This is an optimization exercise on Yosys and OpenROAD, whose aim is small area, a short achievable clock period and few clock cycles, not a production implementation.
Only the layout flow was run in this run; the RTL was not checked for function there.
Power and IR drop assume default switching activity.

[flow/run.sh]
#!/bin/bash
# synth_recipe.tcl (not shown) runs the flow's synth.tcl, then flattens the netlist and writes it again
# the make line also repeats each setting of config.mk as NAME=value (left out here)
make -C /OpenROAD-flow-scripts/flow DESIGN_CONFIG=/design/flow/config.mk WORK_HOME=/design/flow/orfs CLKGATE_MAP_FILE= SYNTH_SCRIPT=/design/flow/synth_recipe.tcl finish
[flow/config.mk]
export PLATFORM = sky130hd
export DESIGN_NAME = time_codec
export DESIGN_NICKNAME = time_codec
export VERILOG_FILES = /design/flow/design.v
export SDC_FILE = /design/flow/constraint.sdc
export NUM_CORES = 4
export LEC_CHECK = 0
export CAP_MARGIN = 20
export CORE_MARGIN = 2
export CORE_UTILIZATION = 40
export PLACE_DENSITY = 0.6
export SLEW_MARGIN = 20
[flow/constraint.sdc]
create_clock -name core_clock -period 14.0 [get_ports {clk}]
set_input_delay 2.8000 -clock core_clock [delete_from_list [all_inputs] [get_ports {clk}]]
set_output_delay 2.8000 -clock core_clock [all_outputs]
set_load 0.01 [all_outputs]
[flow/design.v]
module time_codec (
    input  wire        clk,
    input  wire        rst,         
    input  wire        start,
    input  wire [2:0]  op,
    input  wire [31:0] a,
    input  wire [31:0] b,
    input  wire [31:0] timebase,
    input  wire [15:0] fps,
    input  wire [31:0] tqmask,
    input  wire [7:0]  tq,
    output wire        done,
    output wire        err,
    output wire [31:0] res_hi,
    output wire [31:0] res_lo,
    output wire [7:0]  res_tq
);
    localparam [31:0] NS_PER_S = 32'd1000000000;
    localparam [2:0] OP_TOWIRE   = 3'd0,
                     OP_TOWIREHP = 3'd1,
                     OP_FROMWIRE = 3'd2,
                     OP_PACKRT   = 3'd3,
                     OP_UNPACKRT = 3'd4;
    localparam [2:0] S_IDLE  = 3'd0,
                     S_STEP  = 3'd1,
                     S_ROUND = 3'd2,
                     S_INC   = 3'd3,
                     S_DONE  = 3'd4;
    localparam [1:0] PH_TB  = 2'd0,    
                     PH_FPS = 2'd1,    
                     PH_FA  = 2'd2,    
                     PH_FB  = 2'd3;    
    reg  [2:0]  state;
    reg  [1:0]  ph;
    reg         err_q;
    reg  [29:0] R;            
    reg  [31:0] Q;            
    reg  [29:0] K;            
    reg  [29:0] D;            
    reg  [31:0] H;            
    reg  [4:0]  cnt;          
    reg         yb;           
    reg         ab;           
    reg         chk;          
    reg         big;          
    reg         sadd;         
    reg         sc;           
    wire [31:0] fr = b & ~tqmask;
    wire        is_step = (state == S_STEP);
    wire        lsb_in  = is_step && (ph == PH_FA) && yb;
    wire        x_in    = is_step && (ph != PH_FA) && yb;
    wire [31:0] opA = {1'b0, R, lsb_in};
    wire [31:0] opB = x_in ? {2'b00, K} : 32'd0;
    wire [31:0] V   = opA + opB;
    wire [32:0] c1  = {1'b0, V} - {3'b000, D};
    wire [32:0] c2  = {1'b0, V} - {2'b00, D, 1'b0};
    wire [1:0]  d   = !c2[32] ? 2'd2 : (!c1[32] ? 2'd1 : 2'd0);
    wire [29:0] Rn  = !c2[32] ? c2[29:0] : (!c1[32] ? c1[29:0] : V[29:0]);
    wire        rnd     = (state == S_ROUND);
    wire [30:0] qs_hi   = rnd ? Q[31:1] : Q[30:0];
    wire [30:0] qs_hi1  = qs_hi + 31'd1;
    wire        qh_c    = rnd ? (Q[0] & d[0]) : d[1];
    wire [31:0] Qn      = rnd ? {qh_c ? qs_hi1 : qs_hi, Q[0] ^ d[0]}
                              : {qh_c ? qs_hi1 : qs_hi, d[0]};
    wire [31:0] Qp1     = Q[0] ? {qs_hi1, 1'b0} : {Q[31:1], 1'b1};    
    wire [24:0] cmpv = (ph == PH_FPS) ? {9'd0, fps} : timebase[24:0];
    wire        eq0  = (Q[24:0] == cmpv);
    wire        eq1  = (Qp1[24:0] == cmpv);
    wire        hit  = d[0] ? eq1 : eq0;
    function ybit;
        input [1:0]  p;
        input [4:0]  i;
        begin
            case (p)
                PH_TB:  ybit = (i[4:3] == 2'b11) ? 1'b0 : timebase[i];
                PH_FPS: ybit = fps[i[3:0]] & ~i[4];
                PH_FA:  ybit = fr[i];
                default: ybit = NS_PER_S[i];
            endcase
        end
    endfunction
    wire [4:0] cnt_m1 = cnt - 5'd1;
    reg  [3:0] fmsb;
    integer j;
    always @(*) begin
        fmsb = 4'd0;
        for (j = 0; j < 16; j = j + 1)
            if (fps[j]) fmsb = j[3:0];
    end
    wire [3:0] fmsb_m1 = fmsb - 4'd1;
    wire tb_bad   = (timebase == 32'd0) || (timebase > 32'h01000000);
    wire ns_bad   = (b >= NS_PER_S);
    wire fps_zero = (fps == 16'd0);
    wire start_ok = start && (state == S_IDLE || state == S_DONE);
    wire sz  = sadd & ab;
    wire ssum = H[0] ^ sz ^ sc;
    wire scy  = (H[0] & sz) | (H[0] & sc) | (sz & sc);
    always @(posedge clk) begin
        if (rst) begin
            state <= S_IDLE;
        end else begin
            case (state)
                S_IDLE, S_DONE: begin
                    state <= S_IDLE;
                    if (start_ok) begin
                        err_q <= 1'b0;
                        H     <= a;
                        K     <= (op == OP_FROMWIRE) ? fr[29:0] : b[29:0];
                        big   <= |fr[31:30];
                        chk   <= 1'b0;
                        sadd  <= 1'b0;
                        Q     <= 32'd0;
                        case (op)
                            OP_TOWIRE, OP_TOWIREHP: begin
                                D <= NS_PER_S[29:0];
                                if (tb_bad || ns_bad) begin
                                    err_q <= 1'b1;
                                    state <= S_DONE;
                                end else if (op == OP_TOWIRE || fps_zero) begin
                                    ph    <= PH_TB;
                                    R     <= timebase[24] ? b[29:0] : 30'd0;
                                    cnt   <= 5'd23;
                                    yb    <= timebase[23];
                                    state <= S_STEP;
                                end else begin
                                    ph    <= PH_FPS;
                                    R     <= b[29:0];
                                    cnt   <= {1'b0, fmsb_m1};
                                    yb    <= fps[fmsb_m1];
                                    state <= (fmsb == 4'd0) ? S_ROUND : S_STEP;
                                end
                            end
                            OP_FROMWIRE: begin
                                D <= timebase[29:0];
                                if (tb_bad) begin
                                    err_q <= 1'b1;
                                    state <= S_DONE;
                                end else begin
                                    ph    <= PH_FB;
                                    R     <= 30'd0;
                                    cnt   <= 5'd29;
                                    yb    <= 1'b1;
                                    chk   <= 1'b1;
                                    state <= S_STEP;
                                end
                            end
                            OP_PACKRT: begin
                                Q     <= {b[23:0], tq};
                                state <= S_DONE;
                            end
                            OP_UNPACKRT: begin
                                Q     <= {8'd0, b[31:8]};
                                state <= S_DONE;
                            end
                            default: begin
                                err_q <= 1'b1;
                                state <= S_DONE;
                            end
                        endcase
                    end
                end
                S_STEP: begin
                    chk <= 1'b0;
                    if (sadd) begin
                        H  <= {ssum, H[31:1]};
                        sc <= scy;
                    end
                    ab <= a[~cnt_m1];
                    if (chk && (big || d != 2'd0)) begin
                        ph    <= PH_FA;
                        R     <= 30'd0;
                        Q     <= 32'd0;
                        cnt   <= 5'd31;
                        yb    <= fr[31];
                    end else if (cnt == 5'd0) begin
                        if (ph == PH_FA) begin
                            H     <= Qn;
                            K     <= Rn;
                            R     <= 30'd0;
                            Q     <= 32'd0;
                            ph    <= PH_FB;
                            cnt   <= 5'd31;
                            yb    <= 1'b0;
                            ab    <= a[0];
                            sadd  <= 1'b1;
                            sc    <= 1'b0;
                        end else begin
                            R     <= Rn;
                            Q     <= Qn;
                            state <= S_ROUND;
                        end
                    end else begin
                        R   <= Rn;
                        Q   <= Qn;
                        cnt <= cnt_m1;
                        yb  <= ybit(ph, cnt_m1);
                    end
                end
                S_ROUND: begin
                    sadd <= 1'b0;
                    if (ph == PH_FB) begin
                        Q     <= Qn;
                        state <= S_DONE;
                    end else if (hit) begin
                        Q     <= 32'd0;
                        cnt   <= 5'd31;
                        sc    <= 1'b1;
                        state <= S_INC;
                    end else if (ph == PH_FPS) begin
                        K     <= Qn[29:0];
                        D     <= {14'd0, fps};
                        R     <= timebase[24] ? Qn[29:0] : 30'd0;
                        Q     <= 32'd0;
                        ph    <= PH_TB;
                        cnt   <= 5'd23;
                        yb    <= timebase[23];
                        state <= S_STEP;
                    end else begin
                        Q     <= Qn;
                        state <= S_DONE;
                    end
                end
                S_INC: begin
                    H   <= {H[0] ^ sc, H[31:1]};
                    sc  <= H[0] & sc;
                    cnt <= cnt_m1;
                    if (cnt == 5'd0)
                        state <= S_DONE;
                end
                default: state <= S_IDLE;
            endcase
        end
    end
    assign done   = (state == S_DONE);
    assign err    = err_q;
    assign res_hi = H;
    assign res_lo = Q;
    assign res_tq = K[7:0];
endmodule
==> results_dict.tcl <==
set metrics [dict create \
    status "finished clean" \
    grt_max_degree 65 \
    fmax_mhz 86.8 \
    crit_path_max_fanout 30 \
    combPwrFrac_pct 21.5 \
    antenna_found_initial 3 \
    die_x_um 221 \
    power_density_mw_per_mm2 62.8 \
    r2r_slack_ns 2.48 \
    final_area_mm2 0.0223 \
    hold_viol 0 \
    seq_power_share_pct 43.2 \
    skew_ns 0.0170 \
    grt_pass1_vias 19348 \
    portBuffers 231 \
    fin_crit_sh_pct 82.3 \
    clock_power_share_pct 35.4 \
    yosysMostFrequentCell "nand2_1" \
    gp_congestion 0.979 \
    yosysUniqueCellTypes 101 \
    clock_sink_count 171 \
    critPathCapture "D[7]$_DFFE_PP_" \
    critical-path-max-stage-delay_ns 0.74 \
    p_switching_mw 0.428 \
    dpl.hpwl_mm 68.5 \
    cts_tree "done" \
    clockRootBuffer "clkbuf_16" \
    cts_resized 0 \
    rsz0062_at_grt "no" \
    p_leak_nw 8.53 \
    drc 0 \
    wl_per_cell_um 28.4 \
    reg2reg_depth 42 \
    r2r-end "D[7]$_DFFE_PP_" \
    worst_pin_slew_ns 1.23 \
    path_class "reg2reg" \
    drt-vias-per-instance 6.53 \
    h-tree-depth 4 \
    syn-num-nets 2578 \
    cts_buffers 17 \
    cp-end-kind "flip-flop" \
    ys_ff_latch 171 \
    synth_top_area_share_pct 26.7 \
    die_h_um 221 \
    synth-async-reset-ratio_pct 0 \
    ios 232 \
    netlist_area_mm2 0.0189 \
    dp.cells 3041 \
    r2r-start "state[0]$_SDFFE_PP0P_" \
    tns_ns 0 \
    finalCriticalPeriod_ns 11.52 \
    track_usage_pct 34.6 \
    layout.nets 2713 \
    ys_seq_area_share_pct 27.0 \
    clock_latency_ns 0.47 \
    die-area_mm2 0.0490 \
    critPathSlowestCell "nor2_1" \
    hp-class "reg2reg" \
    irDropWorstVdd_uv 105 \
    post-place-ws_ns 2.75 \
    clkTransAtPathRegs_ns 0.08 \
    start_util_pct 40.6 \
    rows 79 \
    ctsHoldBuffers 0 \
    syn_area_per_cell_um2 8.15 \
    grt_pass1_wl_mm 128 \
    drive_above_1_share_pct 7.29 \
    startpoint "state[0]$_SDFFE_PP0P_" \
    cp.required_ns 14.16 \
    slew_headroom_pct 17.3 \
    setup_viol 0 \
    drtIter0Drc 2860 \
    p_sw_share_pct 30.5 \
    drv_cap 0 \
    cts_buffer_depth 2 \
    core_mm2 0.0466 \
    vias 20080 \
    stdcell_count 3076 \
    yosysTopAreaCell "edfxtp_1" \
    fillCellCount 4571 \
    placed_area_mm2 0.0217 \
    routed_wl_mm 87.3 \
    p_int_mw 0.974 \
    synth_common_cells "nand2_1, nor2_1, a21oi_1" \
    grt.overflow.total 0 \
    synth-edff-count 168 \
    area_growth_pct 18.1 \
    synth_top_flop_cell "edfxtp_1" \
    postCtsSetupRepairBufs 0 \
    yosys_warnings 1 \
    arrival_ns 11.68 \
    final_max_slew_viol_count 0 \
    synth_area_leaders "edfxtp_1, ha_1, nand2_1" \
    ant_nets 0 \
    final.setup.worst_slack_ns 2.48 \
    drtPass1Iterations 6 \
    cp-start-kind "flip-flop" \
    syn-instance-count 2320 \
]
[logic make-up (layout without fill, tap and decap cells)]
group                    after synthesis  in the layout  share of synthesized area, %
AO/OA/AOI/OAI                        802            802                          28.5
flip-flops                           171            171                          27.0
other                                  0              1                             0
adder cells (fa/ha/maj)              100            100                          6.78
XOR/XNOR                             150            150                          6.95
multiplexers                          77             77                          5.84
AND/OR/NAND/NOR                      769            769                          19.4
buffers and inverters                251            399                          5.50
[routing by layer]
layer / vias up / track usage [%] / wire, um
met5: - / 0 / 28
met2: 1140 / 54.8 / 39100
met3: 260 / 6.20 / 7810
li1: 8978 / - / -
met1: 9698 / 45.5 / 35500
met4: 4 / 16.9 / 4840
[layout make-up]
class	instances	area, um2	area share (%)
clock buffers	17	425	1.91
clock inverters	15	168	0.751
repair buffers	275	2680	12.0
flip-flops and latches	171	5100	22.9
multi-input cells	1898	12800	57.5
inverters	92	345	1.55
diodes	1	2.50	0.0112
well taps	607	759	3.40
[cell usage in the layout, fill, tap and decap left out, types with 10 or more instances in the layout]
cell and count:
o21ai_2 12, o21bai_1 13, nor2_1 195, xor2_1 57, nand3_1 54, clkbuf_16 17, a22oi_1 61, clkdlybuf4s50_1 231
a21o_1 35, buf_4 42, nand2b_1 23, o221ai_1 13, o21a_1 21, o22ai_1 34, o22a_1 15, nor2b_1 13
o211ai_1 30, mux4_2 26, or3_1 13, o21ai_0 180, a211o_1 11, edfxtp_1 168, nor4_1 16, a221o_1 12
a22o_1 10, nand4_1 22, nor3_1 43, o2111ai_1 14, mux2i_1 44, and2_1 45, a31oi_1 19, and3_1 24
nand2_1 268, xnor2_1 92, inv_1 92, a211oi_1 24, ha_1 96, a21oi_1 189
[power groups by stage]
stage               Sequential, mW  Clock (mW)  Combinational [mW]
floorplan                    0.603           0               0.143
global placement             0.615           0               0.288
detailed placement           0.615           0               0.289
CTS                          0.604       0.496               0.290
global route                 0.606       0.514               0.314
finish                       0.605       0.496               0.301
[critical path, delay by kind of cell (launching register included)]
kind	cells	cell delay, ns
adder cells (fa/ha/maj)	4	1.34
AND/OR/NAND/NOR	14	4.40
AO/OA/AOI/OAI	15	2.91
flip-flops	1	0.60
XOR/XNOR	2	0.48
buffers and inverters	7	1.41
[worst min-delay path by stage]
stage	start	end	cells past startpoint
after floorplan	ph[0]$_DFFE_PP_	state[0]$_SDFFE_PP0P_	1
after global placement	H[17]$_DFFE_PP_	H[16]$_DFFE_PP_	2
after detailed placement	H[11]$_DFFE_PP_	H[10]$_DFFE_PP_	2
after CTS	H[11]$_DFFE_PP_	H[10]$_DFFE_PP_	2
after global routing	H[6]$_DFFE_PP_	H[5]$_DFFE_PP_	2
final	H[11]$_DFFE_PP_	H[10]$_DFFE_PP_	2
[through the flow]
stage | power, mW | util (%) | hold WS [ns]
after floorplan | 0.746 | - | 0.565
after global placement | 0.904 | 46.5 | 0.688
after detailed placement | 0.904 | 46.5 | 0.690
after CTS | 1.39 | 47.8 | 0.717
after global routing | 1.43 | 48.0 | 0.754
final | 1.40 | 48.0 | 0.722
[sequential cells by signal, summed over array words and instances (netlist names)]
register / count
H: 32
Q: 32
D: 30
K: 30
R: 30
cnt: 5
state: 3
ph: 2
ab: 1
big: 1
chk: 1
err_q: 1
sadd: 1
sc: 1
yb: 1

## static timing again, ports no longer ideal
How much do the figures lean on ideal ports? The routed layout below was timed once more, with nothing changed but the port constraints.
Step 1 assumes that a clkbuf_16 drives the clock port and a buf_2 every other input.
Step 2, shift: input delay + t, output delay - t, t = (earliest + latest rising clock arrival at the registers) / 2. This alone moves slack from input paths to output paths.
Three values: ideal, step 1, step 2; two values: the first two.
t (ns): 0.514
setup slack, ns: 2.476 / 2.476 / 2.476
worst hold slack (ns): 0.722 / 0.722 / 0.722
After both steps setup and hold are still met in this run. For this run, drivers alone change the setup slack by 0.000 ns; drivers and shift together by 0.000 ns.
